What follows belongs to an exercise in optimizing a design on an open flow for small area, a short achievable clock period and few clock cycles per item; a production flow would make more cautious choices.
Where RTL was checked, it was by simulation tests only, not by an equivalence proof against the original.
No functional check of the RTL was part of runs 3 and 4.
Power and IR drop assume default switching activity.

==> design/flow/design.v <==
module vcpu_decoder (
    input  wire        clk,
    input  wire        rst,         
    input  wire [63:0] in_data,
    input  wire [7:0]  in_oob,
    input  wire [3:0]  in_avail,
    output wire [3:0]  in_take,
    output reg         out_valid,
    output reg         out_ok,
    output reg  [2:0]  out_reason,
    output reg  [4:0]  out_len,
    output reg  [7:0]  out_op,
    output reg  [1:0]  out_size,
    output reg         out_dcr,
    output reg         out_scr,
    output reg  [3:0]  out_d_reg,
    output reg  [2:0]  out_d_mode,
    output wire [7:0]  out_d_xb,
    output reg  [63:0] out_d_val,
    output reg  [3:0]  out_s_reg,
    output reg  [2:0]  out_s_mode,
    output wire [7:0]  out_s_xb,
    output reg  [63:0] out_s_val
);
    localparam [2:0] R_UNKNOWN_OPCODE = 3'd1, R_UNKNOWN_EXT = 3'd2,
                     R_RESERVED_BITS = 3'd3, R_INVALID_ADDR = 3'd4, R_OOB = 3'd5;
    localparam [1:0] F_NONE = 2'd0, F_Z = 2'd1, F_U = 2'd2, F_B = 2'd3;
    localparam [2:0] RO_R = 3'd0, RO_W = 3'd1, RO_CNT = 3'd2, RO_OFF = 3'd3,
                     RO_OFF8 = 3'd4, RO_AW = 3'd5, RO_EA = 3'd6;
    localparam [2:0] ST_OP = 3'd0, ST_B1 = 3'd1, ST_DD = 3'd2, ST_SD = 3'd3,
                     ST_DPAY = 3'd4, ST_SPAY = 3'd5;
    function [1:0] fmt_of(input [7:0] op);
        case (op)
            8'h00, 8'h01, 8'h02, 8'h03: fmt_of = F_Z;
            8'h04, 8'h08, 8'h30, 8'h31,
            8'h40, 8'h41, 8'h42, 8'h43, 8'h44, 8'h45: fmt_of = F_U;
            8'h10, 8'h11, 8'h12, 8'h13,
            8'h20, 8'h21, 8'h22, 8'h23, 8'h24, 8'h25, 8'h26: fmt_of = F_B;
            default: fmt_of = F_NONE;
        endcase
    endfunction
    function [2:0] role_d_of(input [7:0] op);
        case (op)
            8'h04, 8'h30, 8'h25: role_d_of = RO_R;
            8'h08:               role_d_of = RO_OFF;
            8'h40, 8'h41, 8'h42, 8'h43, 8'h44, 8'h45: role_d_of = RO_OFF8;
            8'h26:               role_d_of = RO_AW;
            default:             role_d_of = RO_W;
        endcase
    endfunction
    function [2:0] role_s_of(input [7:0] op);
        case (op)
            8'h10, 8'h11, 8'h12, 8'h13: role_s_of = RO_CNT;
            8'h26:                      role_s_of = RO_EA;
            default:                    role_s_of = RO_R;
        endcase
    endfunction
    function desc_ok(input [7:0] desc, input [2:0] role, input crflag);
        reg [3:0] mode;
        reg       hi_reg;
        reg       admitted;
        begin
            mode   = desc[3:0];
            hi_reg = desc[7];
            case (role)
                RO_R:    admitted = (mode >= 4'd1 && mode <= 4'd5);
                RO_W:    admitted = (mode >= 4'd2 && mode <= 4'd5);
                RO_CNT:  admitted = (mode == 4'd1 || mode == 4'd3);
                RO_OFF:  admitted = (mode == 4'd1);
                RO_OFF8: admitted = (mode == 4'd1);
                RO_AW:   admitted = (mode == 4'd3) && hi_reg;
                RO_EA:   admitted = (mode == 4'd1 || mode == 4'd2 || mode == 4'd4 || mode == 4'd5);
                default: admitted = 1'b0;
            endcase
            desc_ok = (mode >= 4'd1 && mode <= 4'd5)
                   && (!crflag || (mode == 4'd3 && hi_reg))
                   && admitted
                   && (mode != 4'd5 || hi_reg);
        end
    endfunction
    function [4:0] plen_oh(input [2:0] mode, input [1:0] size);
        case (mode)
            3'd1:    plen_oh = (size == 2'd0) ? 5'b00010 : (size == 2'd1) ? 5'b00100 :
                               (size == 2'd2) ? 5'b01000 : 5'b10000;
            3'd2:    plen_oh = 5'b10000;
            3'd5:    plen_oh = 5'b00010;
            default: plen_oh = 5'b00001;
        endcase
    endfunction
    function [3:0] plen_of(input [2:0] mode, input [1:0] size);
        case (mode)
            3'd1:    plen_of = 4'd1 << size;
            3'd2:    plen_of = 4'd8;
            3'd5:    plen_of = 4'd1;
            default: plen_of = 4'd0;
        endcase
    endfunction
    function [2:0] b1_fail(input [7:0] op, input [7:0] b1);
        if (b1[5:2] != 4'd0)
            b1_fail = R_RESERVED_BITS;
        else if ((b1[7] || b1[6]) && op != 8'h20)
            b1_fail = R_INVALID_ADDR;
        else if (op[7:4] == 4'h4 && b1[1:0] != 2'd0)    
            b1_fail = R_INVALID_ADDR;
        else
            b1_fail = 3'd0;
    endfunction
    reg [2:0] state;
    reg [3:0] cnt;           
    wire [7:0] w [0:7];
    genvar gi;
    generate
        for (gi = 0; gi < 8; gi = gi + 1) begin : g_w
            assign w[gi] = in_data[8*gi +: 8];
        end
    endgenerate
    wire [7:0] o = in_oob;
    wire [7:0] a;
    generate
        for (gi = 0; gi < 8; gi = gi + 1) begin : g_a
            assign a[gi] = (in_avail > gi);
        end
    endgenerate
    assign out_d_xb = out_d_val[7:0];
    assign out_s_xb = out_s_val[7:0];
    wire st_op = (state == ST_OP);
    wire st_dp = (state == ST_DPAY);
    wire st_sp = (state == ST_SPAY);
    wire [1:0] h_fmt   = fmt_of(w[0]);
    wire       h_isZ   = (h_fmt == F_Z);
    wire       h_isU   = (h_fmt == F_U);
    wire       h_isB   = (h_fmt == F_B);
    wire       h_ext   = (w[0][7:4] == 4'hf);
    wire       h_bad0  = h_ext || (h_fmt == F_NONE);
    wire [2:0] h_b1r   = b1_fail(w[0], w[1]);
    wire       h_bad2  = !desc_ok(w[2], role_d_of(w[0]), w[1][7]);
    wire       h_bad3  = !desc_ok(w[3], role_s_of(w[0]), w[1][6]);
    wire [1:0] h_size  = w[1][1:0];
    wire [4:0] h_ldo   = plen_oh(w[2][2:0], h_size);    
    wire [4:0] h_lso   = plen_oh(w[3][2:0], h_size);
    wire [3:0] h_ls    = plen_of(w[3][2:0], h_size);
    wire       h_drr   = (w[2][2:0] == 3'd5);
    wire       h_srr   = (w[3][2:0] == 3'd5);
    wire       h_sfit  = h_isB && ((h_ldo[0] && !h_lso[4]) ||
                                   (h_ldo[1] && (h_lso[0] || h_lso[1] || h_lso[2])) ||
                                   (h_ldo[2] && (h_lso[0] || h_lso[1] || h_lso[2])));
    reg [7:0] h_end;
    always @(*) begin
        h_end = 8'd0;
        if (h_isZ)
            h_end[1] = 1'b1;
        else if (h_isU) begin
            h_end[2] = h_ldo[0] || h_ldo[4];
            h_end[3] = h_ldo[1];
            h_end[4] = h_ldo[2];
            h_end[6] = h_ldo[3];
        end else begin
            h_end[3] = h_ldo[4] || (h_ldo[0] && (h_lso[0] || h_lso[4]));
            h_end[4] = (h_ldo[0] && h_lso[1]) || (h_ldo[1] && (h_lso[0] || h_lso[3] || h_lso[4]));
            h_end[5] = (h_ldo[0] && h_lso[2]) || (h_ldo[1] && h_lso[1]) ||
                       (h_ldo[2] && (h_lso[0] || h_lso[3] || h_lso[4]));
            h_end[6] = (h_ldo[1] && h_lso[2]) || (h_ldo[2] && h_lso[1]);
            h_end[7] = (h_ldo[0] && h_lso[3]) || (h_ldo[2] && h_lso[2]) || h_ldo[3];
        end
    end
    wire [7:0] h_fail;
    assign h_fail[0] = h_bad0;
    assign h_fail[1] = (h_b1r != 3'd0);
    assign h_fail[2] = h_bad2;
    assign h_fail[3] = h_isB ? h_bad3 : (h_drr && w[3][3]);
    assign h_fail[4] = h_isB && (h_drr || (h_srr && h_ldo[0])) && w[4][3];
    assign h_fail[5] = h_isB && h_srr && h_ldo[1] && w[5][3];
    assign h_fail[6] = h_isB && h_srr && h_ldo[2] && w[6][3];
    assign h_fail[7] = 1'b0;
    wire [1:0] r_fmt  = fmt_of(out_op);
    wire [3:0] r_ld   = plen_of(out_d_mode, out_size);
    wire [3:0] r_ls   = (r_fmt == F_B) ? plen_of(out_s_mode, out_size) : 4'd0;
    wire [4:0] r_lso  = plen_oh(out_s_mode, out_size);
    wire       r_drr  = (out_d_mode == 3'd5);
    wire       r_srr  = (out_s_mode == 3'd5);
    wire dp_wide = st_dp && (cnt == 4'd8);
    wire sp_wide = st_sp && (cnt == r_ls);
    wire wide    = st_op || dp_wide || sp_wide;
    reg       s_bad;
    reg [2:0] s_rsn;
    always @(*) begin
        s_bad = 1'b0;
        s_rsn = R_INVALID_ADDR;
        case (state)
            ST_B1:   begin s_bad = (b1_fail(out_op, w[0]) != 3'd0); s_rsn = b1_fail(out_op, w[0]); end
            ST_DD:   s_bad = !desc_ok(w[0], role_d_of(out_op), out_dcr);
            ST_SD:   s_bad = !desc_ok(w[0], role_s_of(out_op), out_scr);
            ST_DPAY: s_bad = r_drr && w[0][3];
            ST_SPAY: s_bad = r_srr && w[0][3];
            default: ;
        endcase
    end
    reg [7:0] fl, en;
    always @(*) begin
        if (st_op) begin
            fl = h_fail;
            en = h_end;
        end else if (dp_wide) begin
            fl = 8'd0;
            en = 8'b1000_0000;
        end else if (sp_wide) begin
            fl = {7'd0, r_srr && w[0][3]};
            en = {r_lso[4], 3'd0, r_lso[3], 1'b0, r_lso[2], r_lso[1]};
        end else begin
            fl = {7'd0, s_bad};
            en = 8'b0000_0001;
        end
    end
    wire [7:0] stop = fl | o | en;
    wire [7:0] z    = stop | ~a;
    reg  [7:0] f;            
    integer k;
    always @(*) begin
        f = 8'd0;
        for (k = 7; k >= 0; k = k - 1)
            if (z[k]) f = 8'd1 << k;
    end
    wire       go    = |(f & a);                  
    wire       go_w  = go && wide;                
    wire       ser   = !go && a[0];               
    wire       fails = |(f & a & (fl | o));
    reg [3:0] take;
    always @(*) begin
        take = {3'd0, ser};
        for (k = 0; k < 8; k = k + 1)
            if (f[k] && a[k]) take = k + 1;
    end
    assign in_take = take;
    wire [2:0] w_rsn = |(f & o) ? R_OOB :
                       (st_op && f[0]) ? (h_ext ? R_UNKNOWN_EXT : R_UNKNOWN_OPCODE) :
                       (st_op && f[1]) ? h_b1r :
                       (!wide) ? s_rsn : R_INVALID_ADDR;
    reg [2:0] n_state;
    reg [3:0] n_cnt;
    reg       n_rec;
    always @(*) begin
        n_state = state;
        n_cnt   = cnt;
        n_rec   = 1'b0;
        if (go) begin
            if (fails)
                n_rec = 1'b1;
            else case (state)
                ST_OP:
                    if (h_isU && h_ldo[4] || h_isB && h_ldo[4]) begin
                        n_state = ST_DPAY; n_cnt = 4'd8;
                    end else if (h_isB && !h_lso[0] && !h_sfit) begin
                        n_state = ST_SPAY; n_cnt = h_ls;
                    end else
                        n_rec = 1'b1;
                ST_B1:
                    if (r_fmt == F_Z) n_rec = 1'b1;
                    else n_state = ST_DD;
                ST_DD:
                    if (r_fmt == F_B) n_state = ST_SD;
                    else if (plen_of(w[0][2:0], out_size) != 4'd0) begin
                        n_state = ST_DPAY; n_cnt = plen_of(w[0][2:0], out_size);
                    end else n_rec = 1'b1;
                ST_SD:
                    if (r_ld != 4'd0) begin
                        n_state = ST_DPAY; n_cnt = r_ld;
                    end else if (plen_of(w[0][2:0], out_size) != 4'd0) begin
                        n_state = ST_SPAY; n_cnt = plen_of(w[0][2:0], out_size);
                    end else n_rec = 1'b1;
                ST_DPAY:
                    if (cnt != 4'd1 && !dp_wide) n_cnt = cnt - 4'd1;
                    else if (r_ls != 4'd0) begin
                        n_state = ST_SPAY; n_cnt = r_ls;
                    end else n_rec = 1'b1;
                default:
                    if (cnt != 4'd1 && !sp_wide) n_cnt = cnt - 4'd1;
                    else n_rec = 1'b1;
            endcase
        end else if (ser) begin
            case (state)
                ST_OP:   n_state = ST_B1;
                ST_DPAY: n_cnt = cnt - 4'd1;
                default: n_cnt = cnt - 4'd1;
            endcase
        end
        if (n_rec) n_state = ST_OP;
    end
    wire       h_dn1  = h_drr || (h_size == 2'd0);
    wire       h_dn2  = !h_drr && (h_size == 2'd1);
    wire       h_dn4  = !h_drr && h_size[1];
    wire       h_sn1  = h_srr || (h_size == 2'd0);
    wire       h_sn2  = !h_srr && (h_size == 2'd1);
    wire       h_sn4  = !h_srr && h_size[1];
    wire       h_l0   = h_ldo[0];
    wire       h_l1   = h_ldo[1];
    wire       h_l2   = h_ldo[2];
    wire       h_se4  = h_l0 && h_sn1;
    wire       h_se5  = (h_l0 && h_sn2) || (h_l1 && h_sn1);
    wire       h_se6  = (h_l1 && h_sn2) || (h_l2 && h_sn1);
    wire       h_se7  = (h_l0 && h_sn4) || (h_l2 && h_sn2);
    wire dp_w  = dp_wide && go;
    wire sp_w  = sp_wide && go;
    wire dp_s  = st_dp && !dp_w;
    wire sp_s  = st_sp && !sp_w;
    wire r_sn1 = r_lso[1];
    wire r_sn2 = r_lso[2];
    wire r_sn4 = r_lso[3];
    wire r_sn8 = r_lso[4];
    wire du = st_op && h_isU;
    wire db = st_op && !h_isU;
    reg [7:0] d_b [0:7];
    reg [7:0] s_b [0:7];
    integer j;
    always @(*) begin
        d_b[0] = ({8{du && h_dn1}} & w[3]) | ({8{(du && h_dn2) || (db && h_dn1)}} & w[4])
               | ({8{db && h_dn2}} & w[5]) | ({8{du && h_dn4}} & w[6]) | ({8{db && h_dn4}} & w[7]);
        d_b[1] = ({8{du && h_dn2}} & w[3]) | ({8{db && h_dn2}} & w[4])
               | ({8{du && h_dn4}} & w[5]) | ({8{db && h_dn4}} & w[6]);
        d_b[2] = ({8{du && h_dn4}} & w[4]) | ({8{db && h_dn4}} & w[5]);
        d_b[3] = ({8{du && h_dn4}} & w[3]) | ({8{db && h_dn4}} & w[4]);
        d_b[4] = 8'd0; d_b[5] = 8'd0; d_b[6] = 8'd0; d_b[7] = 8'd0;
        s_b[0] = ({8{st_op && h_se4}} & w[4]) | ({8{st_op && h_se5}} & w[5])
               | ({8{st_op && h_se6}} & w[6]) | ({8{st_op && h_se7}} & w[7]);
        s_b[1] = ({8{st_op && h_l0 && h_sn2}} & w[4]) | ({8{st_op && h_l1 && h_sn2}} & w[5])
               | ({8{st_op && ((h_l2 && h_sn2) || (h_l0 && h_sn4))}} & w[6]);
        s_b[2] = ({8{st_op && h_l0 && h_sn4}} & w[5]);
        s_b[3] = ({8{st_op && h_l0 && h_sn4}} & w[4]);
        s_b[4] = 8'd0; s_b[5] = 8'd0; s_b[6] = 8'd0; s_b[7] = 8'd0;
        for (j = 0; j < 8; j = j + 1)
            d_b[j] = d_b[j] | ({8{dp_w}} & w[7 - j]);
        s_b[0] = s_b[0] | ({8{sp_w && r_sn1}} & w[0]) | ({8{sp_w && r_sn2}} & w[1])
               | ({8{sp_w && r_sn4}} & w[3]) | ({8{sp_w && r_sn8}} & w[7]);
        s_b[1] = s_b[1] | ({8{sp_w && r_sn2}} & w[0]) | ({8{sp_w && r_sn4}} & w[2])
               | ({8{sp_w && r_sn8}} & w[6]);
        s_b[2] = s_b[2] | ({8{sp_w && r_sn4}} & w[1]) | ({8{sp_w && r_sn8}} & w[5]);
        s_b[3] = s_b[3] | ({8{sp_w && r_sn4}} & w[0]) | ({8{sp_w && r_sn8}} & w[4]);
        for (j = 4; j < 8; j = j + 1)
            s_b[j] = s_b[j] | ({8{sp_w && r_sn8}} & w[7 - j]);
    end
    reg [63:0] n_dval, n_sval;
    always @(*) begin
        for (j = 0; j < 8; j = j + 1) begin
            if (dp_s && (cnt == j + 1))
                n_dval[8*j +: 8] = w[0];
            else if ((dp_s && cnt == r_ld) || st_op || dp_w)
                n_dval[8*j +: 8] = d_b[j];
            else
                n_dval[8*j +: 8] = out_d_val[8*j +: 8];
            if (sp_s && (cnt == j + 1))
                n_sval[8*j +: 8] = w[0];
            else if ((sp_s && cnt == r_ls) || st_op || sp_w)
                n_sval[8*j +: 8] = s_b[j];
            else
                n_sval[8*j +: 8] = out_s_val[8*j +: 8];
        end
    end
    wire [4:0] len_base = st_op ? 5'd0 : out_len;
    reg  [4:0] n_len;
    always @(*) begin
        n_len = len_base + 5'd1;
        for (k = 0; k < 8; k = k + 1)
            if (f[k] && a[k]) n_len = len_base + k + 1;
    end
    always @(posedge clk) begin
        out_d_val <= n_dval;
        out_s_val <= n_sval;
        cnt       <= n_cnt;
        if (a[0])
            out_len <= n_len;
        out_ok     <= !fails;
        out_reason <= w_rsn;
        case (state)
            ST_OP: begin
                out_op     <= w[0];
                out_size   <= w[1][1:0];
                out_dcr    <= w[1][7];
                out_scr    <= w[1][6];
                out_d_reg  <= w[2][7:4];
                out_d_mode <= w[2][2:0];
                out_s_reg  <= w[3][7:4];
                out_s_mode <= w[3][2:0];
            end
            ST_B1: if (a[0]) begin
                out_size   <= w[0][1:0];
                out_dcr    <= w[0][7];
                out_scr    <= w[0][6];
            end
            ST_DD: if (a[0]) begin
                out_d_reg  <= w[0][7:4];
                out_d_mode <= w[0][2:0];
            end
            ST_SD: if (a[0]) begin
                out_s_reg  <= w[0][7:4];
                out_s_mode <= w[0][2:0];
            end
            default: ;
        endcase
        if (rst) begin
            state     <= ST_OP;
            out_valid <= 1'b0;
        end else begin
            state     <= n_state;
            out_valid <= n_rec;
        end
    end
endmodule
==> design/flow/run.sh <==
#!/bin/bash
# synth_recipe.tcl (not shown) runs the flow's synth.tcl, then flattens the netlist and writes it again
# the make line also repeats each setting of config.mk as NAME=value (left out here)
make -C /OpenROAD-flow-scripts/flow DESIGN_CONFIG=/design/flow/config.mk WORK_HOME=/design/flow/orfs CLKGATE_MAP_FILE= SYNTH_SCRIPT=/design/flow/synth_recipe.tcl finish
==> design/flow/config.mk <==
export PLATFORM = sky130hd
export DESIGN_NAME = vcpu_decoder
export DESIGN_NICKNAME = vcpu_decoder
export VERILOG_FILES = /design/flow/design.v
export SDC_FILE = /design/flow/constraint.sdc
export NUM_CORES = 4
export LEC_CHECK = 0
export CAP_MARGIN = 20
export CORE_MARGIN = 2
export CORE_UTILIZATION = 30
export SETUP_SLACK_MARGIN = 1.0
export SLEW_MARGIN = 20
==> design/flow/constraint.sdc <==
create_clock -name core_clock -period 5.0 [get_ports {clk}]
set_input_delay 1.0000 -clock core_clock [delete_from_list [all_inputs] [get_ports {clk}]]
set_output_delay 1.0000 -clock core_clock [all_outputs]
set_load 0.01 [all_outputs]
==> run summary, run 1 <==
* Yosys reg bits at approximately 170
* GRT Overall Usage at 0.274
* Num ports at 262
* Slew headroom at 0.232
* Synth Area per Inst at just under 10 um^2
* Multi-input gate area at 0.00734 mm^2
* Overflow after GRT at 0
* Top flop regs: out_d_val x64, out_s_val x64, out_op x8
* Finish-stage setup viols at 0
* WL/cell at approximately 26 um
* Worst Clk Skew at 16.3 ps
* Critical-path top delay cell: a211oi_2
* Vias in the first global route at about 13000
* Share of the synthesized area in the top cell type at 0.410
* First DRT Iteration DRCs at around 1900
* Critical path required time at 4000 ps
* Leak pwr at 0.00738 uW
* YS warnings at 3
* Vias/cell at 5.96
* Simple-Gate Fraction of Synth Area at 0.189
* Period utilization at 0.951
* EDFF count, synth at between 150 and 200
* Mux contribution to synthesized area at 0.0223
* Worst VDD drop at 0.231 mV
* Post-Synth Adder-Cell Area at 0.0147
* Ranking of synthesized cells by area: edfxtp_1 (41%), a22o_1 (5.1%), o21ai_0 (3.5%)
* Worst slew pin tran at about 1100 ps
* Clock net sink count at about 170
* Post-synthesis cell area at about 0.012 mm^2
* Initial Util at 0.302
* Status: timing/DRC/antenna clean
* Synth Flop Type: edfxtp_1
* Fin util at 0.481
* Placed inst area at ~0.017 mm^2
* DRC viols at 0
* Crit path kind: in2out
* Row Count at 73
* First-pass GRT wire length at approximately 85 mm
* Fraction of registers with async set/reset at 0
* Synthesized instance count at roughly 1200
* Seq/Total Area, Yosys at 0.423
* Share of layout cells above drive strength 1 at 0.312
* Register area at roughly 0.0051 mm^2
* Worst setup margin at 243 ps
* Die Wd at around 200 um
* DPL Wire Length at between 40 and 50 mm
* Net Count, Synth at 1330
* Cell Chain, Critical Path: buf_6 > buf_8 > buf_12 > nor4b_4 > a22o_1 > nor4_4 > a211oi_2 > o211ai_1 > buf_4 > nor4_4 > o21ai_4 > and3_4 > o31ai_4 > nand3_2 > buf_6
* Total Wirelength at approximately 60 mm
* Buf/Inv on CP at 5
* CTS max path bufs at 2
* Design Area, Final at between 0.015 and 0.02 mm^2
* Worst hold-check path type: reg2reg
* PwrDens at 210 mW/mm^2
* Final GP Congestion at between 0.9 and 1
* TritonCTS clock tree: done
* Max-slew violations at 0
* Post-synth cell types at 104
* Antenna violations before repair at 0
* Pre-CTS setup slack at -653 ps
* Xor and xnor fraction of the mapped netlist area at 0.0132
* Drt pass-1 iters at 7
* Core area at slightly below 0.04 mm^2
* Worst Path Arrival at approximately 3800 ps
* Antenna Cells at 0
* Clock latency (worst-skew pair) at roughly 470 ps
* Hold Buf Count CTS at 0
* Final min period at ~4800 ps
* Worst Path Max Fanout at 6
* Area growth from synthesis to layout at 59.1%
* CP Capture Type: primary output
* Synth Area in Compound Gates at 0.284
* Crit-path leading delay family: compound AO/OA/AOI/OAI gates
* Fin. Hold Viols at 0
* CTS buffer count at 17
* Main combinational cell family by area after synthesis: compound AO/OA/AOI/OAI gates
* Max Cap Violations at 0
* Post-route total power at approximately 4000 uW
* Antenna-violating nets left at 0
* Slowest stage delay, CP at approximately 360 ps
* H-tree levels at 4
* Startpoint types: input pin
* DR vias at roughly 13000
* Clk root buf: clkbuf_16
* Worst-path clk slew at roughly 70 ps
* Yosys top cell by area: edfxtp_1
* R2r setup slk at 470 ps
* I/O Buffers at about 260
* Largest net degree at the start of global routing at 39
* Full die area at 0.0415 mm^2
* Top achievable clock speed at approximately 210 MHz
* Filler Cells Inserted at around 3700
* Unrepaired setup endpoints after global routing: true
* DIE HEIGHT at between 200 and 250 um
* Final nets at 1805
==> synthesized netlist by cell type (all sizes together) (11+ instances only) <==
| library cell | number |
|---|---|
| a22oi | 13 |
| a221oi | 18 |
| a21oi | 52 |
| nor4 | 12 |
| mux2i | 15 |
| nand4 | 13 |
| nor2b | 22 |
| a222oi | 16 |
| nand2b | 24 |
| o21ai | 89 |
| o21a | 19 |
| xnor2 | 11 |
| a31oi | 24 |
| clkbuf | 53 |
| a21o | 18 |
| inv | 30 |
| o22ai | 12 |
| nand3 | 52 |
| nor3 | 29 |
| edfxtp | 163 |
| o221ai | 11 |
| buf | 50 |
| o211ai | 11 |
| nand2 | 109 |
| ha | 14 |
| o2111ai | 11 |
| a22o | 70 |
| nor2 | 89 |
| a211oi | 14 |
==> kinds of logic after synthesis <==
group,after synthesis
buffers and inverters,138
muxes,25
AOI/OAI and AO/OA,452
DFF,171
adders and majority gates,14
and+or+nand+nor,420
xor gates and xnor gates,18
==> metal layers <==
| layer | up-vias | GRT usage | part of all wire |
|---|---|---|---|
| met3 | 206 | 0.0521 | 0.10 |
| met5 | - | 0 | 0 |
| met4 | 0 | 0.130 | 0.048 |
| li1 | 5832 | - | - |
| met2 | 962 | 0.439 | 0.46 |
| met1 | 6417 | 0.358 | 0.39 |
==> stage by stage <==
| stage | std cells | hold slack (ps) | setup TNS (ps) |
|---|---|---|---|
| 6_report | 2251 | 601 | 0 |
| 3_3_place_gp | 2146 | 567 | -2010 |
| 4_1_cts | 2226 | 593 | 0 |
| 2_1_floorplan | 1238 | 616 | 0 |
| 5_1_grt | 2251 | 604 | 0 |
| 3_5_place_dp | 2146 | 585 | -3030 |
==> worst min-delay path, cell delays in order (launching register included) <==
cell,delay (ps)
dfxtp_1,390
o31ai_2,100
a211oi_2,70
==> repair_timing <==
item,CTS,global route
setup buffers,43,19
endpoints found under the hold margin,0,0
setup endpoints to repair,237,233
pin swaps,56,81
cloned,5,6
resized for setup,197,128
==> final timing paths <==
kind	start	to	depth (start not counted)
min reg2reg	state[2]	state[2]	2
max reg2reg	cnt[1]	out_s_val[3]	22
min	state[2]	state[2]	2
max	in_data[7]	in_take[0]	15
==> layout by cell type, fill, tap and decap left out, types with 11 or more instances in the layout <==
cell and instances:
a21oi_1 36, a21o_1 18, nand3_1 46, nand2_1 99
clkbuf_16 20, o21ai_0 68, mux2i_1 14, clkdlybuf4s50_1 236
buf_12 11, a22o_1 70, edfxtp_1 163, nor2b_1 17
a22oi_1 12, ha_1 14, o21a_1 18, nand2b_1 13
nor3_1 17, a31oi_1 16, buf_6 54, nand4_1 13
inv_1 30, buf_4 228, nor2_1 84, xnor2_1 11
a21oi_2 13, a211oi_1 12, a222oi_1 16
==> cell type report <==
cell class | instances | area share
Clock inverter | 12 | 0.00730
Sequential cell | 171 | 0.266
Clock buffer | 20 | 0.0230
Timing Repair Buffer | 559 | 0.276
Tap cell | 525 | 0.0345
Multi-Input combinational cell | 929 | 0.386
Inverter | 35 | 0.00717
==> power by group <==
group	internal, uW	switching, uW	total (uW)
clock network	740	615	1360
logic	462	500	963
registers	1640	43.4	1680
total	2840	1160	4000
Testbench counts, summed over its fixed seeds: cycles 19,091, insns 13,919.
==> inputs of run 2 (changes only) <==
--- a/design/flow/config.mk
+++ b/design/flow/config.mk
@@ -8,5 +8,4 @@
 export CAP_MARGIN = 20
 export CORE_MARGIN = 2
-export CORE_UTILIZATION = 30
-export SETUP_SLACK_MARGIN = 1.0
+export CORE_UTILIZATION = 40
 export SLEW_MARGIN = 20
==> run 2 against run 1 <==
Effect of this change:
- via count down 2.7%
- register-to-register slack better by 40 ps
- non-clock buffer count down 47
- highest routed layer unchanged
- combinational power down about 10%
- synthesized cell count unchanged
- clock skew up 3.6 ps
- synthesized area unchanged
- cell count down 8.0%
- power down 2.9%
- largest cell class unchanged
- die area down 25%
- core utilization up 11 points
==> run summary, run 2 <==
* Overflow after GRT at 0
* Antenna-violating nets left at 0
* Commonest non-fill, non-tap cells in the layout: clkdlybuf4s50_1 (241), buf_4 (240), edfxtp_1 (163), nand2_1 (107), nor2_1 (87)
* Ranking of synthesized cells by area: edfxtp_1 (41%), a22o_1 (5.1%), o21ai_0 (3.5%)
* Filler Cells Inserted at around 2600
* Post-route total power at 3880 uW
* Fin util at 0.587
* Clock latency (worst-skew pair) at 450 ps
* Slowest stage delay, CP at approximately 500 ps
* Net Count, Synth at 1330
* Comb power frac at 0.222
* CTS buffer count at 17
* Crit path kind: in2out
* Clk root buf: clkbuf_16
* Yosys reg bits at about 170
* TritonCTS clock tree: done
* Drt pass-1 iters at 9
* Commonest non-fill, non-tap cell in the layout: clkdlybuf4s50_1
* Top-count cell post-synth: edfxtp_1
* Hold_ws at between 500 and 600 ps
* Final nets at 1758
* Row Count at 63
* Worst slew pin tran at 1030 ps
* Post-synth cell types at about 100
* DIE HEIGHT at roughly 180 um
* Unrepaired setup endpoints after global routing: true
* Top achievable clock speed at 203 MHz
* Area growth from synthesis to layout at 45.1%
* I/O Buffers at 261
* Fin. Hold Viols at 0
* GRT Overall Usage at 0.357
* First-pass GRT wire length at just over 80 mm
* Largest net degree at the start of global routing at 39
* Core area at about 0.030 mm^2
* Top post-synthesis cells by count: edfxtp_1 (163), nand2_1 (108), nor2_1 (89), o21ai_0 (84), a22o_1 (70)
* First DRT Iteration DRCs at roughly 1700
* Leak pwr at roughly 0.0069 uW
* Yosys top cell by area: edfxtp_1
* Worst Path Max Fanout at 9
* Startpoint types: input pin
* Net Sw Power at 1170 uW
* Finish-stage setup viols at 0
* Die Wd at 177 um
* Period utilization at 0.983
* Share of the synthesized area in the top cell type at 0.410
* Max Cap Violations at 0
* Worst VDD drop at between 0.2 and 0.25 mV
* Max-slew violations at 0
* Worst-path clk slew at ~80 ps
* Slew headroom at 0.307
* Post-synthesis cell area at ~0.012 mm^2
* Internal power at roughly 2700 uW
* Pre-CTS setup slack at -509 ps
* Critical-path top delay cell: clkdlybuf4s50_1
* Critical path required time at around 4000 ps
* Cells after DPL at roughly 2000
* CP Capture Type: primary output
* Antenna violations before repair at 2
* Synth Area per Inst at around 9.7 um^2
* H-tree levels at 4
* EDFF count, synth at between 150 and 200
* Status: timing/DRC/antenna clean
* CTS max path bufs at 2
* Final GP Congestion at 1.02
* WL/cell at 27.4 um
* Finished Layout Cells at roughly 2100
* Num ports at roughly 260
* Fraction of registers with async set/reset at 0
* Reg power frac at 0.433
* Top flop regs: out_d_val x64, out_s_val x64, out_op x8
* Sw Share at 0.302
* Worst hold-check path type: reg2reg
* Vias in the first global route at 12400
* Synthesized instance count at 1238
* Initial Util at 0.404
* Seq/Total Area, Yosys at 0.423
* DPL Wire Length at between 40 and 50 mm
* Full die area at ~0.031 mm^2
* DR vias at around 13000
* Worst Path Arrival at slightly below 4000 ps
* Worst setup margin at between 80 and 90 ps
* Share of layout cells above drive strength 1 at 0.226
* Synth Flop Type: edfxtp_1
* Cell Chain, Critical Path: clkdlybuf4s50_1 > or3b_2 > o2111ai_1 > a21oi_1 > a2111oi_4 > buf_4 > nor2b_2 > or2_1 > o21ai_4 > buf_8 > inv_1 > dlygate4sd2_1
* Vias/cell at around 6.3
* YS warnings at 3
* Total Wirelength at approximately 57 mm
* Final min period at 4920 ps
* DRC viols at 0
* Clock power share at 0.345
* Worst Clk Skew at 19.9 ps
* PwrDens at approximately 220 mW/mm^2
* Clock net sink count at between 150 and 200
[run 2: changes by cell type in the layout (fill, tap and decap cells not counted), moves of 9 or more]
| cell | delta |
|---|---|
| buf_6 | -51 |
| buf_4 | +12 |
| o21ai_0 | +12 |
| a21oi_1 | +11 |
| o2111ai_1 | +11 |
| a21oi_2 | -9 |
| o221ai_1 | +9 |
[run 2: logic make-up (layout without fill, tap and decap cells)]
logic type,count (synthesis),after routing,synth area share
AO/OA/AOI/OAI,452,452,0.284
XOR/XNOR,18,18,0.0132
adder cells (fa/ha/maj),14,14,0.0147
buffers and inverters,138,579,0.0534
flip-flops,171,171,0.423
multiplexers,25,25,0.0223
other,0,1,0
AND/OR/NAND/NOR,420,420,0.189
[run 2: cell type report]
| class | count | area [um^2] | share of cell area |
|---|---|---|---|
| flip-flops and latches | 171 | 5050 | 0.291 |
| clock buffers | 17 | 425 | 0.0245 |
| diodes | 1 | 2.50 | 0.000144 |
| clock inverters | 15 | 158 | 0.00909 |
| multi-input cells | 929 | 6500 | 0.374 |
| inverters | 35 | 136 | 0.00786 |
| well taps | 390 | 488 | 0.0281 |
| repair buffers | 512 | 4590 | 0.264 |
[run 2: final timing paths]
| kind | start | end | slack (ps) | cells after the start |
|---|---|---|---|---|
| worst max register to register | out_size[1] | out_d_val[11] | 510 | 12 |
| worst max-delay path | in_data[17] | in_take[2] | 80 | 12 |
| worst min-delay path | state[2] | state[2] | 500 | 2 |
| worst min register to register | state[2] | state[2] | 500 | 2 |
[run 2: stage by stage]
stage | setup TNS, ps | instance area, um^2
after detailed placement | -26980 | 16400
after CTS | 0 | 17200
after global placement | -20040 | 16400
after global routing | -85.4 | 17300
final | 0 | 17300
after floorplan | 0 | 12000
[run 2: routing by layer]
| layer | vias to the layer above | track usage | share of wire | wire (um) |
|---|---|---|---|---|
| met5 | - | 0 | 0 | 0 |
| met4 | 0 | 0.163 | 0.048 | 2700 |
| met3 | 182 | 0.0646 | 0.094 | 5350 |
| met2 | 870 | 0.590 | 0.47 | 26500 |
| met1 | 6272 | 0.454 | 0.39 | 22100 |
| li1 | 5732 | - | - | - |
[run 2: power by group through the flow]
stage	combinational, uW	clock (uW)	sequential [uW]
after floorplan	302	0	1740
after global placement	826	0	1710
after detailed placement	824	0	1710
after CTS	834	1350	1680
after global routing	897	1400	1690
final	862	1340	1680
[run 2: repair_timing]
action,CTS,global route
endpoints found under the setup margin,4,51
cloned,0,1
hold buffers,0,0
resized for setup,41,32
buffers inserted,7,4
pin swaps,12,14
[run 2: worst max-delay path, delay by kind of cell]
family | cells | cell delay (ps)
buffers and inverters | 5 | 1220
and+or+nand+nor | 3 | 810
AOI/OAI and AO/OA | 4 | 880
==> inputs of run 3 (changes only) <==
--- a/design/flow/design.v
+++ b/design/flow/design.v
@@ -339,18 +339,11 @@
     end
     reg [63:0] n_dval, n_sval;
+    reg [7:0]  d_en, s_en;
     always @(*) begin
         for (j = 0; j < 8; j = j + 1) begin
-            if (dp_s && (cnt == j + 1))
-                n_dval[8*j +: 8] = w[0];
-            else if ((dp_s && cnt == r_ld) || st_op || dp_w)
-                n_dval[8*j +: 8] = d_b[j];
-            else
-                n_dval[8*j +: 8] = out_d_val[8*j +: 8];
-            if (sp_s && (cnt == j + 1))
-                n_sval[8*j +: 8] = w[0];
-            else if ((sp_s && cnt == r_ls) || st_op || sp_w)
-                n_sval[8*j +: 8] = s_b[j];
-            else
-                n_sval[8*j +: 8] = out_s_val[8*j +: 8];
+            d_en[j] = st_op || dp_w || (dp_s && (cnt == j + 1 || cnt == r_ld));
+            s_en[j] = st_op || sp_w || (sp_s && (cnt == j + 1 || cnt == r_ls));
+            n_dval[8*j +: 8] = d_b[j] | ({8{dp_s && (cnt == j + 1)}} & w[0]);
+            n_sval[8*j +: 8] = s_b[j] | ({8{sp_s && (cnt == j + 1)}} & w[0]);
         end
     end
@@ -363,6 +356,8 @@
     end
     always @(posedge clk) begin
-        out_d_val <= n_dval;
-        out_s_val <= n_sval;
+        for (k = 0; k < 8; k = k + 1) begin
+            if (d_en[k]) out_d_val[8*k +: 8] <= n_dval[8*k +: 8];
+            if (s_en[k]) out_s_val[8*k +: 8] <= n_sval[8*k +: 8];
+        end
         cnt       <= n_cnt;
         if (a[0])
==> run 3 against run 2 <==
Effect of this change:
- synthesized area fell by 4.6%
- sequential cell count unchanged
- count of clock-buffer cells in the layout stayed put
- still clean
- cell count shrank 2.0%
==> run summary, run 3 <==
* Status: timing/DRC/antenna clean
* Worst slew pin tran at between 1000 and 1500 ps
* Clock net sink count at between 150 and 200
* First DRT Iteration DRCs at 1734
* Worst r2r src: out_op[3]
* Num ports at around 260
* Clk root buf: clkbuf_16
* CTS buffer count at 17
* Worst VDD drop at roughly 0.15 mV
* Yosys reg bits at around 170
* Post-route total power at around 3800 uW
* Worst Clk Skew at 14.5 ps
* First-pass GRT wire length at 78.9 mm
* WL/cell at between 20 and 30 um
* Max-slew violations at 0
* Antenna Cells at 0
* PwrDens at ~230 mW/mm^2
* Worst Path Max Fanout at 9
* Reg-to-Reg End: out_d_val[25]
* Worst setup margin at between 100 and 150 ps
* Final GP Congestion at between 0.9 and 1
* Period utilization at 0.974
* Initial Util at 0.408
* Yosys top cell by area: edfxtp_1
* Finished Layout Cells at 2029
* Startpoint types: flop
* Die Wd at approximately 170 um
* Vias/cell at slightly above 6
* I/O Buffers at about 260
* Worst hold-check path type: reg2reg
* R2R depth at 13
* Share of layout cells above drive strength 1 at 0.205
* CTS max path bufs at 2
* Filler Cells Inserted at ~2500
* Share of the synthesized area in the top cell type at 0.429
* Placed inst area at 0.0159 mm^2
* Ranking of synthesized cells by area: edfxtp_1 (43%), nand2_1 (6.0%), a22o_1 (5.0%)
* Row Count at between 60 and 70
* Final nets at about 1700
* Core area at 0.0279 mm^2
* Clock latency (worst-skew pair) at 460 ps
* Post-synthesis cell area at 0.0114 mm^2
* Seq/Total Area, Yosys at 0.443
* Antenna-violating nets left at 0
* Overflow after GRT at 0
* Crit path kind: reg2out
* Hold Buf Count CTS at 0
* Full die area at roughly 0.030 mm^2
* Top flop regs: out_d_val x64, out_s_val x64, out_op x8
* Fraction of registers with async set/reset at 0
* Top-count cell post-synth: nand2_1
* Design Area, Final at roughly 0.017 mm^2
* Worst Hold Path EP: state[2]
* Total negative slack at 0 ps
* Net Count, Synth at about 1300
* Drt pass-1 iters at 8
* Synthesized instance count at 1213
* Synth Area per Inst at about 9.4 um^2
* YS warnings at 3
* Synth Flop Type: edfxtp_1
* DIE HEIGHT at 173 um
* CP Capture Type: primary output
* Top post-synthesis cells by count: nand2_1 (181), edfxtp_1 (163), nor2_1 (78), clkbuf_1 (70)
* Antenna violations before repair at 0
* Final min period at 4870 ps
* Pre-CTS setup slack at -639 ps
* Commonest non-fill, non-tap cells in the layout: clkdlybuf4s50_1 (245), buf_4 (241), nand2_1 (181), edfxtp_1 (163), nor2_1 (78)
* GRT Overall Usage at 0.352
* Area growth from synthesis to layout at 45.5%
* Post-synth cell types at 85
* DRC viols at 0
* Cells after DPL at roughly 2000
* DR vias at between 10000 and 15000
* Critical path required time at 4000 ps
* Worst-path clk slew at approximately 80 ps
* Total Wirelength at between 50 and 60 mm
* Leak pwr at ~0.0068 uW
* R2r setup slk at ~600 ps
* H-tree levels at 4
* Max Cap Violations at 0
* Finish-stage setup viols at 0
* TritonCTS clock tree: done
* EDFF count, synth at 163
* Worst Path Arrival at a little under 4000 ps
* Slew headroom at 0.316
* Min-Delay Path Depth at 3
* DPL Wire Length at about 42 mm
* Largest net degree at the start of global routing at 33
* Worst Hold Launch: state[2]
* Top achievable clock speed at 205 MHz
* Fin. Hold Viols at 0
* Vias in the first global route at between 10000 and 15000
* Commonest non-fill, non-tap cell in the layout: clkdlybuf4s50_1
==> run 3: cell type report <==
cell class,count,area (um^2),share of cell area
Multi-Input combinational cell,913,5840,0.352
Sequential cell,171,5050,0.305
Tap cell,378,473,0.0285
Inverter,26,103,0.00619
Clock inverter,15,171,0.0103
Clock buffer,17,425,0.0256
Timing Repair Buffer,509,4520,0.272
==> run 3: cell families (layout without fill, tap and decap cells) <==
kind of cell | count (synthesis) | in the layout | synth area share
adder cells (fa/ha/maj) | 14 | 14 | 0.0154
AO/OA/AOI/OAI | 393 | 393 | 0.254
buffers and inverters | 129 | 567 | 0.0513
multiplexers | 14 | 14 | 0.0132
XOR/XNOR | 18 | 18 | 0.0138
AND/OR/NAND/NOR | 474 | 474 | 0.208
flip-flops | 171 | 171 | 0.443
==> run 3: per-layer routing <==
| layer | part of all wire | track usage | up-vias | wire length [um] |
|---|---|---|---|---|
| met5 | 0 | 0 | - | 0 |
| met4 | 0.039 | 0.127 | 0 | 2120 |
| met3 | 0.10 | 0.0653 | 142 | 5490 |
| met2 | 0.46 | 0.566 | 827 | 24500 |
| met1 | 0.40 | 0.475 | 6048 | 21600 |
| li1 | - | - | 5518 | - |
==> run 3: worst max-delay path: stages (launching register included) <==
cell	delay (ps)
edfxtp_1	510
or3_4	450
a311o_1	360
and2_4	220
a22o_2	370
and3_1	270
or4b_4	570
nand3b_4	190
clkinv_4	50
buf_4	130
dlygate4sd2_1	270
==> run 3: what timing repair did <==
action | in CTS | in global routing
pin swaps | 10 | 13
endpoints found under the setup margin | 4 | 4
gates resized for setup | 27 | 27
endpoints found under the hold margin | 0 | 0
setup buffers | 2 | 4
==> run 3: power by group <==
| group | switching (uW) | internal [uW] |
|---|---|---|
| Sequential | 36.6 | 1620 |
| Combinational | 386 | 348 |
| Clock | 694 | 675 |
==> run 3: worst max-delay path by stage <==
stage / start / end / slack [ps] / cells past startpoint
floorplan: in_data[4] / in_take[0] / 200 / 12
global placement: in_data[3] / in_take[1] / -610 / 10
detailed placement: in_data[3] / in_take[1] / -640 / 10
CTS: in_data[3] / in_take[3] / 30 / 11
global route: in_data[5] / in_take[0] / -10 / 16
finish: out_op[3] / in_take[3] / 130 / 10
==> run 3: through the flow <==
stage | util | hold slack (ps)
4_1_cts | 0.591 | 614
3_5_place_dp | 0.568 | 593
5_1_grt | 0.594 | 647
3_3_place_gp | 0.568 | 576
6_report | 0.594 | 617
2_1_floorplan | - | 517
==> inputs of run 4 (changes only) <==
--- a/design/flow/config.mk
+++ b/design/flow/config.mk
@@ -6,6 +6,7 @@
 export NUM_CORES = 4
 export LEC_CHECK = 0
-export CAP_MARGIN = 20
+export CAP_MARGIN = 10
 export CORE_MARGIN = 2
 export CORE_UTILIZATION = 40
-export SLEW_MARGIN = 20
+export GPL_TIMING_DRIVEN = 0
+export SLEW_MARGIN = 10
==> run 4 against run 3 <==
Effect of this change:
- now fails the layout checks on setup timing
- largest cell class unchanged
- sequential power hardly changed
- highest routed layer unchanged
- clock power is 6% higher
- combinational power shrank 2%
- synthesized area did not move
- worst setup slack worse by 130 ps
- core utilization shrank 2.9 points
==> run summary, run 4 <==
* Status: complete, but fails checks
* Violated Checks: setup timing
* Commonest non-fill, non-tap cells in the layout: clkdlybuf4s50_1 (234), nand2_1 (180), edfxtp_1 (163), nor2_1 (76)
* Vias in the first global route at roughly 12000
* PwrDens at between 200 and 250 mW/mm^2
* Total Wirelength at ~54 mm
* Fraction of registers with async set/reset at 0
* Share of the synthesized area in the top cell type at 0.429
* Top post-synthesis cells by count: nand2_1 (181), edfxtp_1 (163), nor2_1 (78), clkbuf_1 (70)
* Hold Buf Count CTS at 0
* Slowest stage delay, CP at between 700 and 800 ps
* GRT Overall Usage at 0.347
* Drt pass-1 iters at 8
* Num ports at roughly 260
* DR vias at between 10000 and 15000
* DPL Wire Length at 39.5 mm
* Top-count cell post-synth: nand2_1
* H-tree levels at 4
* Most used cell, CP: or3_4
* Max Cap Violations at 0
* Post-synth cell types at 85
* Yosys reg bits at 171
* Final min period at 5000 ps
* R2R depth at 14
* Final nets at about 1600
* Synth Flop Type: edfxtp_1
* Synth Area per Inst at between 9 and 10 um^2
* Worst VDD drop at around 0.17 mV
* Hold_ws at approximately 660 ps
* Overflow after GRT at 0
* Clock latency (worst-skew pair) at 460 ps
* WL/cell at approximately 28 um
* Finish-stage setup viols at 1
* Ranking of synthesized cells by area: edfxtp_1 (43%), nand2_1 (6.0%), a22o_1 (5.0%)
* Critical path required time at 4000 ps
* Critical-path top delay cell: clkdlybuf4s50_1
* Commonest non-fill, non-tap cell in the layout: clkdlybuf4s50_1
* Worst setup margin at -2.87 ps
* Post-route total power at ~3800 uW
* Worst slew pin tran at roughly 1200 ps
* Cells after DPL at 1848
* Slew headroom at 0.182
* Top achievable clock speed at between 150 and 200 MHz
* Fin. Hold Viols at 0
* Pre-CTS setup slack at -1900 ps
* Clk root buf: clkbuf_16
* Unrepaired setup endpoints after global routing: true
* Net Count, Synth at roughly 1300
* Crit-path leading delay family: buffers and inverters
* Buf/Inv on CP at 3
* DRC viols at 0
* Period utilization at 1.00
* Antenna-violating nets left at 0
* Share of layout cells above drive strength 1 at 0.136
* Worst-path clk slew at approximately 70 ps
* Yosys top cell by area: edfxtp_1
* Area growth from synthesis to layout at 38.5%
* EDFF count, synth at 163
* DIE HEIGHT at 173 um
* I/O Buffers at around 260
* Worst Clk Skew at ~21 ps
* Post-synthesis cell area at about 0.011 mm^2
* CTS buffer count at 17
* Largest net degree at the start of global routing at 22
* Synthesized instance count at 1213
* Cell Chain, Critical Path: clkdlybuf4s50_1 > o22ai_2 > a41oi_2 > or3_4 > a31oi_4 > nand4_1 > clkbuf_8 > or3_4 > nand3_1 > clkdlybuf4s15_2
* Crit path kind: in2out
* YS warnings at 3
* Core area at ~0.028 mm^2
* First-pass GRT wire length at between 70 and 80 mm
* Final GP Congestion at around 1
* CP Capture Type: primary output
* TritonCTS clock tree: done
* Max-slew violations at 0
* Min-Delay Path Depth at 2
* Finished Layout Cells at 1922
* Seq/Total Area, Yosys at 0.443
* CTS max path bufs at 2
* Worst path depth at 10
* Top flop regs: out_d_val x64, out_s_val x64, out_op x8
* Worst Path Max Fanout at 7
* Die Wd at roughly 170 um
* Full die area at approximately 0.030 mm^2
* Worst hold-check path type: reg2reg
* Startpoint types: input pin
* Total negative slack at -2.87 ps
* Vias/cell at about 6.4
* Worst Path Arrival at around 4000 ps
* Row Count at 61
* Antenna violations before repair at 0
* Initial Util at 0.408
* First DRT Iteration DRCs at around 1800
* Leak pwr at between 0.006 and 0.007 uW
* Clock net sink count at around 170
[run 4: cell count changes in the layout (fill, tap and decap cells not counted), moves of 5 or more]
cell and delta:
o21ai_2 +5, buf_4 -180, clkbuf_8 +5, clkdlybuf4s50_1 -11
o21ai_0 -7, buf_2 +9, buf_6 +8, inv_8 -6
clkbuf_1 +50
[run 4: worst paths after layout]
kind	from	end	slack (ps)
worst max-delay path	in_data[15]	in_take[1]	-3
worst min-delay path	state[2]	state[2]	660
worst max register to register	out_op[4]	out_d_val[24]	210
worst min register to register	state[2]	state[2]	660
[run 4: timing repair]
| item | 4_1_cts | 5_1_grt |
|---|---|---|
| buffers inserted | 34 | 8 |
| gates resized for setup | 122 | 54 |
| endpoints found under the setup margin | 193 | 65 |
| cloned | 1 | 0 |
| pin swaps | 22 | 17 |
[run 4: cell type report]
cell class	instances	area, um^2
sequential	171	5050
clock buffer	17	425
antenna	2	5.00
multi-input combinational	913	6020
inverter	26	103
clock inverter	15	214
timing repair buffer	300	2910
tap	378	473
buffer	100	578
fill	2570	12200
[run 4: cell families (layout without fill, tap and decap cells)]
family / count (synthesis) / after routing / synth area share
AND/OR/NAND/NOR: 474 / 474 / 0.208
adder cells (fa/ha/maj): 14 / 14 / 0.0154
XOR/XNOR: 18 / 18 / 0.0138
multiplexers: 14 / 14 / 0.0132
flip-flops: 171 / 171 / 0.443
other: 0 / 2 / 0
AO/OA/AOI/OAI: 393 / 393 / 0.254
buffers and inverters: 129 / 458 / 0.0513
[run 4: metal layers]
layer / share of wire / vias up / GRT usage
li1: - / 5307 / -
met3: 0.12 / 185 / 0.0836
met2: 0.44 / 954 / 0.536
met1: 0.39 / 5903 / 0.465
met5: 0 / - / 0
met4: 0.047 / 0 / 0.151
[run 4: where the power goes]
group          internal [uW]  leakage, uW  switching (uW)  total, uW
registers               1620      0.00196            38.7       1660
clock network            696     0.000304             758       1450
logic                    321      0.00384             395        716
[run 4: per-stage QoR]
stage	utilization	instance area, um^2
global placement	0.517	14400
floorplan	-	11400
global route	0.565	15800
detailed placement	0.517	14400
finish	0.565	15800
CTS	0.558	15600
[run 4: worst min-delay path: cells and delay by family (launching register included)]
kind / cells / cell delay (ps)
AO/OA/AOI/OAI: 1 / 70
buffers and inverters: 1 / 200
flip-flops: 1 / 360
==> inputs of run 5 (changes only) <==
--- a/design/flow/design.v
+++ b/design/flow/design.v
@@ -299,8 +299,8 @@
     wire       h_se6  = (h_l1 && h_sn2) || (h_l2 && h_sn1);
     wire       h_se7  = (h_l0 && h_sn4) || (h_l2 && h_sn2);
-    wire dp_w  = dp_wide && go;
-    wire sp_w  = sp_wide && go;
-    wire dp_s  = st_dp && !dp_w;
-    wire sp_s  = st_sp && !sp_w;
+    wire dp_w  = dp_wide;
+    wire sp_w  = sp_wide;
+    wire dp_s  = st_dp && !dp_wide;
+    wire sp_s  = st_sp && !sp_wide;
     wire r_sn1 = r_lso[1];
     wire r_sn2 = r_lso[2];
@@ -355,40 +355,29 @@
             if (f[k] && a[k]) n_len = len_base + k + 1;
     end
+    wire ld_b1 = (state == ST_B1) && a[0];
+    wire ld_dd = (state == ST_DD) && a[0];
+    wire ld_sd = (state == ST_SD) && a[0];
     always @(posedge clk) begin
         for (k = 0; k < 8; k = k + 1) begin
-            if (d_en[k]) out_d_val[8*k +: 8] <= n_dval[8*k +: 8];
-            if (s_en[k]) out_s_val[8*k +: 8] <= n_sval[8*k +: 8];
+            out_d_val[8*k +: 8] <= n_dval[8*k +: 8] | ({8{!d_en[k]}} & out_d_val[8*k +: 8]);
+            out_s_val[8*k +: 8] <= n_sval[8*k +: 8] | ({8{!s_en[k]}} & out_s_val[8*k +: 8]);
         end
         cnt       <= n_cnt;
-        if (a[0])
-            out_len <= n_len;
+        out_len   <= ({5{a[0]}} & n_len) | ({5{!a[0]}} & out_len);
         out_ok     <= !fails;
         out_reason <= w_rsn;
-        case (state)
-            ST_OP: begin
-                out_op     <= w[0];
-                out_size   <= w[1][1:0];
-                out_dcr    <= w[1][7];
-                out_scr    <= w[1][6];
-                out_d_reg  <= w[2][7:4];
-                out_d_mode <= w[2][2:0];
-                out_s_reg  <= w[3][7:4];
-                out_s_mode <= w[3][2:0];
-            end
-            ST_B1: if (a[0]) begin
-                out_size   <= w[0][1:0];
-                out_dcr    <= w[0][7];
-                out_scr    <= w[0][6];
-            end
-            ST_DD: if (a[0]) begin
-                out_d_reg  <= w[0][7:4];
-                out_d_mode <= w[0][2:0];
-            end
-            ST_SD: if (a[0]) begin
-                out_s_reg  <= w[0][7:4];
-                out_s_mode <= w[0][2:0];
-            end
-            default: ;
-        endcase
+        out_op     <= ({8{st_op}} & w[0]) | ({8{!st_op}} & out_op);
+        {out_size, out_dcr, out_scr} <=
+            ({4{st_op}} & {w[1][1:0], w[1][7], w[1][6]}) |
+            ({4{ld_b1}} & {w[0][1:0], w[0][7], w[0][6]}) |
+            ({4{!st_op && !ld_b1}} & {out_size, out_dcr, out_scr});
+        {out_d_reg, out_d_mode} <=
+            ({7{st_op}} & {w[2][7:4], w[2][2:0]}) |
+            ({7{ld_dd}} & {w[0][7:4], w[0][2:0]}) |
+            ({7{!st_op && !ld_dd}} & {out_d_reg, out_d_mode});
+        {out_s_reg, out_s_mode} <=
+            ({7{st_op}} & {w[3][7:4], w[3][2:0]}) |
+            ({7{ld_sd}} & {w[0][7:4], w[0][2:0]}) |
+            ({7{!st_op && !ld_sd}} & {out_s_reg, out_s_mode});
         if (rst) begin
             state     <= ST_OP;
==> design/flow/flow/run.sh (new file) <==
#!/bin/bash
# The standard layout, with the smallest buffer (buf_1) on every input and
# output port in place of ORFS's default port buffer (clkdlybuf4s50_1); the
# resizer still upsizes any port buffer that timing or slew needs.
set -euo pipefail
export BUFFER_PORTS_ARGS="-buffer_cell sky130_fd_sc_hd__buf_1"
bash standard.sh > standard_flow.log 2>&1
==> design/flow/standard.sh (new file) <==
#!/bin/bash
# synth_recipe.tcl (not shown) runs the flow's synth.tcl, then flattens the netlist and writes it again
# the make line also repeats each setting of config.mk as NAME=value (left out here)
make -C /OpenROAD-flow-scripts/flow DESIGN_CONFIG=/design/flow/config.mk WORK_HOME=/design/flow/orfs CLKGATE_MAP_FILE= SYNTH_SCRIPT=/design/flow/synth_recipe.tcl "${@:-finish}"
--- a/design/flow/config.mk
+++ b/design/flow/config.mk
@@ -6,7 +6,8 @@
 export NUM_CORES = 4
 export LEC_CHECK = 0
-export CAP_MARGIN = 10
+export ABC_AREA = 1
+export CAP_MARGIN = 20
 export CORE_MARGIN = 2
 export CORE_UTILIZATION = 40
-export GPL_TIMING_DRIVEN = 0
-export SLEW_MARGIN = 10
+export SETUP_SLACK_MARGIN = 0.6
+export SLEW_MARGIN = 20
removed: design/flow/run.sh
==> run 5 against run 4 <==
Effect of this change:
- now clean on timing, DRC and antenna
- combinational power shrank 16%
- cell area shrank 13%
- clock power grew 4%
- synthesized cell count up 30%
- power decreased by 5.7%
- worst setup slack better by 740 ps
- clock skew is 2.8 ps higher
- core utilization decreased by 5.1 points
- sequential share of layout area shrank 5.9 points
- hold slack worse by 190 ps
- first-iteration DRC count down 14%
- cell count increased by 17%
- critical path type unchanged
==> run summary, run 5 <==
* Hold_ws at 473 ps
* Top post-synthesis cells by count: nand2_1 (423), inv_1 (189), nor2_1 (158), dfxtp_1 (154), nand3_1 (95)
* Total negative slack at 0 ps
* Leak pwr at 0.00573 uW
* Vias/cell at 5.86
* I/O Buffers at 261
* Overflow after GRT at 0
* DPL Wire Length at 38.5 mm
* Worst-path clk slew at around 100 ps
* Top flop regs: out_d_val x64, out_s_val x64
* Slew headroom at 0.322
* Worst setup margin at 735 ps
* Share of the synthesized area in the top cell type at 0.285
* Commonest non-fill, non-tap cells in the layout: nand2_1 (406), buf_1 (245), inv_1 (179), dfxtp_1 (153), nor2_1 (133)
* Synthesized instance count at ~1600
* Post-synth cell types at 55
* Design Area, Final at between 0.01 and 0.015 mm^2
* Core area at roughly 0.027 mm^2
* Antenna violations before repair at 1
* PwrDens at approximately 260 mW/mm^2
* Top achievable clock speed at approximately 230 MHz
* R2R depth at 22
* CP Capture Type: primary output
* Max Cap Violations at 0
* Total Wirelength at between 50 and 60 mm
* Clock net sink count at approximately 170
* Met3 usage at 0.0395
* Clock latency (worst-skew pair) at about 460 ps
* Unrepaired setup endpoints after global routing: false
* Period utilization at 0.853
* Critical path required time at approximately 4000 ps
* Worst Hold Path EP: out_d_val[58]
* Commonest non-fill, non-tap cell in the layout: nand2_1
* Clk root buf: clkbuf_16
* Worst Hold Launch: out_d_val[58]
* Full die area at approximately 0.028 mm^2
* Routing usage on met2 at 0.571
* Status: timing/DRC/antenna clean
* Num ports at 262
* Top-count cell post-synth: nand2_1
* Drt pass-1 iters at 6
* R2r setup slk at roughly 1300 ps
* First DRT Iteration DRCs at about 1500
* EDFF count, synth at 17
* GRT Overall Usage at 0.346
* Hold Buf Count CTS at 0
* Register area at ~0.0036 mm^2
* Antenna-violating nets left at 0
* Crit path kind: in2out
* Worst hold-check path type: reg2reg
* Synth Area per Inst at between 6 and 7 um^2
* H-tree levels at 4
* Max-slew violations at 0
* CTS buffer count at 17
* Worst VDD drop at about 0.23 mV
* Fraction of registers with async set/reset at 0
* Slowest stage delay, CP at 270 ps
* Final GP Congestion at about 0.96
* Row Count at 60
* YS warnings at 3
* Filler Cells Inserted at ~2700
* Die Wd at 168 um
* Synth Flop Type: dfxtp_1
* CTS max path bufs at 2
* Finish-stage setup viols at 0
* Net Count, Synth at 1670
* Vias in the first global route at around 12000
* Seq/Total Area, Yosys at 0.332
* WL/cell at 22.7 um
* Buf/Inv on CP at 5
* Worst Clk Skew at about 24 ps
* Final min period at 4260 ps
* TritonCTS clock tree: done
* Grt met1 use at 0.456
* DRC viols at 0
* First-pass GRT wire length at approximately 74 mm
* Initial Util at 0.405
* Gr busiest metal: met2
* Most used cell, CP: inv_2
* DIE HEIGHT at 168 um
* Startpoint types: input pin
* Area growth from synthesis to layout at 27.1%
* Min-Delay Path Depth at 2
* Worst path depth at 15
* Worst slew pin tran at ~990 ps
* Multi-input gate area at 0.00651 mm^2
* DR vias at roughly 13000
* Critical-path top delay cell: nand4_4
* Pre-CTS setup slack at 258 ps
* Fin. Hold Viols at 0
* Yosys reg bits at between 150 and 200
* Worst Path Max Fanout at 12
* Placed inst area at about 0.012 mm^2
* Yosys top cell by area: dfxtp_1
* Final nets at between 1500 and 2000
* Worst Path Arrival at around 3300 ps
* Crit-path leading delay family: simple AND/OR/NAND/NOR gates
* Ranking of synthesized cells by area: dfxtp_1 (28%), nand2_1 (15%), inv_1 (6.6%)
* Cell Chain, Critical Path: buf_1 > nor2_2 > inv_2 > nor2_1 > inv_2 > nor2_1 > inv_2 > nand4_4 > nor2_4 > nand2_4 > nand2_4 > nor2_8 > nand3_2 > nand4_1 > buf_2
* Post-synthesis cell area at between 0.01 and 0.015 mm^2
* Reg-to-Reg End: cnt[1]
* Largest net degree at the start of global routing at 33
* Share of layout cells above drive strength 1 at 0.153
## run 5: cell types whose count changed in the layout (fill, tap and decap cells not counted), sizes merged, moves of 45 or more
cell / delta
nor2: +103
inv: +193
o221ai: +73
nand2: +265
edfxtp: -146
a22oi: -45
dfxtp: +146
buf: +250
clkbuf: -56
a22o: -65
clkdlybuf4s50: -234
nand3: +67
## run 5: cell type report
class | count | area share
Antenna cell | 1 | 0.000182
Tap cell | 341 | 0.0310
Multi-Input combinational cell | 1138 | 0.473
Clock inverter | 15 | 0.0164
Sequential cell | 171 | 0.262
Timing Repair Buffer | 345 | 0.126
Inverter | 214 | 0.0604
Clock buffer | 17 | 0.0309
## run 5: logic make-up after synthesis
kind of cell,after synthesis,synth area share
AO/OA/AOI/OAI,337,0.218
flip-flops,171,0.332
multiplexers,3,0.00278
buffers and inverters,270,0.102
adder cells (fa/ha/maj),14,0.0162
XOR/XNOR,16,0.0130
AND/OR/NAND/NOR,767,0.316
## run 5: metrics by stage
| step | power [uW] | instances | util |
|---|---|---|---|
| finish | 3610 | 2242 | 0.514 |
| global route | 3710 | 2241 | 0.514 |
| CTS | 3560 | 2210 | 0.493 |
| detailed placement | 2060 | 2171 | 0.460 |
| global placement | 2060 | 2171 | 0.460 |
| floorplan | 1820 | 1578 | - |
## run 5: where the power goes
| group | internal [uW] | switching [uW] | leakage (uW) |
|---|---|---|---|
| registers | 1450 | 53.1 | 0.00144 |
| logic | 186 | 416 | 0.00398 |
| clock network | 720 | 790 | 0.000314 |
## run 5: worst max-delay path by stage
| stage | start | end | slack (ps) |
|---|---|---|---|
| CTS | in_data[1] | in_take[0] | 610 |
| global route | in_data[16] | in_take[0] | 550 |
| floorplan | in_data[7] | in_take[0] | 1020 |
| global placement | in_data[7] | in_take[0] | 320 |
| detailed placement | in_data[7] | in_take[0] | 260 |
| finish | in_avail[3] | in_take[0] | 740 |
## run 5: timing repair
item                                   CTS  global route
gates cloned                             0             1
setup buffers                            7            30
resized for setup                       63           100
setup endpoints to repair                4             4
endpoints found under the hold margin    0             0
pin swaps                                8            34
## run 5: per-layer routing
layer	part of all wire	vias up	routed length, um
li1	-	6031	-
met1	0.41	6229	20700
met2	0.46	743	23500
met3	0.082	140	4170
met4	0.051	0	2600
met5	0	-	0
## run 5: tightest hold or removal path: stages, from the launching register on
cell	delay [ps]
dfxtp_1	340
nand2_1	50
o21ai_0	60
Testbench counts of run 5, summed over its fixed seeds: cycles 19,091, insns 13,919.
==> inputs of run 6 (changes only) <==
--- a/design/flow/config.mk
+++ b/design/flow/config.mk
@@ -10,4 +10,3 @@
 export CORE_MARGIN = 2
 export CORE_UTILIZATION = 40
-export SETUP_SLACK_MARGIN = 0.6
 export SLEW_MARGIN = 20
==> run 6 against run 5 <==
Effect of this change:
- global-route usage fell by 0.18 points
- combinational power decreased by 9.1%
- first-iteration DRC count decreased by 10%
- register-to-register slack got worse by 180 ps
- critical path depth up 6
- sequential power barely moved
- worst setup slack worse by 470 ps
- hold slack worse by 3.6 ps
- synthesized cell count did not move
- clock power hardly changed
- critical path type unchanged
==> run summary, run 6 <==
* H-tree levels at 4
* Initial Util at 0.405
* Vias in the first global route at 12100
* Routing usage on met2 at 0.562
* CTS max path bufs at 2
* Largest net degree at the start of global routing at 33
* Met3 usage at 0.0407
* DRC viols at 0
* Area growth from synthesis to layout at 19.7%
* YS warnings at 3
* Unrepaired setup endpoints after global routing: false
* DIE HEIGHT at roughly 170 um
* Slowest stage delay, CP at approximately 320 ps
* Net Sw Power at 1230 uW
* TritonCTS clock tree: done
* Hold_ws at between 400 and 500 ps
* CP Capture Type: primary output
* Period utilization at 0.947
* Net Count, Synth at around 1700
* Grt met1 use at 0.454
* Commonest non-fill, non-tap cell in the layout: nand2_1
* Worst-path clk slew at 70 ps
* Status: timing/DRC/antenna clean
* Clk root buf: clkbuf_16
* Worst Clk Skew at roughly 24 ps
* Reg power frac at 0.421
* Top post-synthesis cells by count: nand2_1 (423), inv_1 (189), nor2_1 (158), dfxtp_1 (154), nand3_1 (95)
* Gr busiest metal: met2
* Row Count at 60
* Top achievable clock speed at 211 MHz
* Full die area at 0.0284 mm^2
* Core area at between 0.02 and 0.03 mm^2
* Startpoint types: input pin
* Post-synth cell types at 55
* Comb power frac at 0.154
* Overflow after GRT at 0
* Most used cell, CP: nand3_1
* Critical-path top delay cell: buf_1
* Antenna violations before repair at 1
* Critical path required time at around 4000 ps
* Vias/cell at 5.83
* PwrDens at 275 mW/mm^2
* First DRT Iteration DRCs at around 1400
* Sw Share at 0.347
* Synth Area per Inst at between 6 and 7 um^2
* Post-synthesis cell area at roughly 0.011 mm^2
* I/O Buffers at about 260
* GRT Overall Usage at 0.345
* Final GP Congestion at a little under 1
* Fin. Hold Viols at 0
* Top-count cell post-synth: nand2_1
* Clock power share at 0.425
* Total Wirelength at 50.0 mm
* Worst VDD drop at about 0.23 mV
* Yosys top cell by area: dfxtp_1
* Drt pass-1 iters at 8
* Worst Path Arrival at about 3700 ps
* CTS buffer count at 17
* Cell Chain, Critical Path: buf_1 > buf_4 > a21oi_1 > nand3_1 > nand3_1 > nor2b_1 > nor2_1 > nand2_1 > nand2_2 > nand2_2 > nor2_4 > nand3_1 > nor2_2 > nand2_1 > nor2_4 > nand2_4 > nand2_4 > nor2_8 > nand3_1 > nand4_1 > buf_1
* Seq/Total Area, Yosys at 0.332
* DPL Wire Length at 38.5 mm
* Internal power at between 2000 and 2500 uW
* Leak pwr at 0.00538 uW
* Worst slew pin tran at roughly 960 ps
* Num ports at ~260
* Commonest non-fill, non-tap cells in the layout: nand2_1 (423), buf_1 (258), inv_1 (189), nor2_1 (157), dfxtp_1 (154)
* Ranking of synthesized cells by area: dfxtp_1 (28%), nand2_1 (15%), inv_1 (6.6%)
* Yosys reg bits at 171
* Fin util at 0.485
* Top flop regs: out_d_val x64, out_s_val x64
* Worst hold-check path type: reg2reg
* Finish-stage setup viols at 0
* Synthesized instance count at 1578
* Filler Cells Inserted at around 2800
* Crit path kind: in2out
* Total negative slack at 0 ps
* Clock latency (worst-skew pair) at about 460 ps
* Max Cap Violations at 0
* Share of layout cells above drive strength 1 at 0.0918
* Slew headroom at 0.346
* Die Wd at ~170 um
* Final min period at approximately 4700 ps
* EDFF count, synth at 17
* Synth Flop Type: dfxtp_1
* Antenna-violating nets left at 0
* Max-slew violations at 0
* DR vias at 12900
* Fraction of registers with async set/reset at 0
* Share of the synthesized area in the top cell type at 0.285
* Worst Path Max Fanout at 10
* Clock net sink count at between 150 and 200
* Final nets at between 1500 and 2000
* First-pass GRT wire length at around 74 mm
* Post-route total power at around 3600 uW
* Hold Buf Count CTS at 0
* WL/cell at 22.7 um
run 6: cell counts after synthesis:
No cell type changed its count.
run 6: routing by layer:
metal | vias to the layer above | routed length, um
met5 | - | 0
met3 | 119 | 3890
li1 | 5936 | -
met2 | 731 | 23100
met4 | 0 | 2420
met1 | 6069 | 20600
run 6: worst max-delay path, delay by kind of cell:
kind,cells,cell delay (ps)
simple gates,17,1850
buf+inv,3,770
compound gates,1,90
run 6: worst paths after layout:
| kind | startpoint | slack [ps] | depth (start not counted) | endpoint |
|---|---|---|---|---|
| worst min-delay path | out_d_reg[3] | 470 | 2 | out_d_reg[3] |
| worst max register to register | out_s_mode[0] | 1130 | 20 | cnt[1] |
| worst max-delay path | in_data[2] | 260 | 21 | in_take[0] |
| worst min register to register | out_d_reg[3] | 470 | 2 | out_d_reg[3] |
run 6: cell type report:
| cell class | instances | area [um^2] | area share |
|---|---|---|---|
| multi-input combinational | 1137 | 6130 | 0.473 |
| sequential | 171 | 3590 | 0.278 |
| timing repair buffer | 308 | 1340 | 0.103 |
| inverter | 214 | 806 | 0.0622 |
| tap | 341 | 427 | 0.0329 |
| clock buffer | 17 | 425 | 0.0329 |
| clock inverter | 15 | 225 | 0.0174 |
| antenna | 2 | 5.00 | 0.000387 |
run 6: what timing repair did:
action                     CTS  global route
setup endpoints to repair    0             1
resized for setup            0             4
setup buffers                0             0
run 6: stage by stage:
stage,instances,setup slack (ps),cell area (um^2)
after CTS,2203,228,12900
after global routing,2203,18.8,12900
after detailed placement,2171,258,12300
after floorplan,1578,1020,10800
final,2205,264,12900
after global placement,2171,322,12300
run 6: cells by family after synthesis:
family / count (synthesis) / synth area share
mux: 3 / 0.00278
compound gates: 337 / 0.218
simple gates: 767 / 0.316
flops: 171 / 0.332
buf+inv: 270 / 0.102
xor+xnor: 16 / 0.0130
fa+ha+maj: 14 / 0.0162
run 6: power by group through the flow:
| stage | clock [uW] | combinational [uW] | sequential [uW] |
|---|---|---|---|
| floorplan | 0 | 278 | 1550 |
| global placement | 0 | 532 | 1530 |
| detailed placement | 0 | 531 | 1530 |
| CTS | 1510 | 534 | 1500 |
| global route | 1570 | 581 | 1500 |
| finish | 1510 | 547 | 1500 |

Check on run 6: ideal ports give 0.264 ns setup slack; a clkbuf_16 on the clock port and buf_2 on the inputs give 0.241 ns; moving port delays by the midpoint clock arrival (0.497 ns) as well gives 0.241 ns.
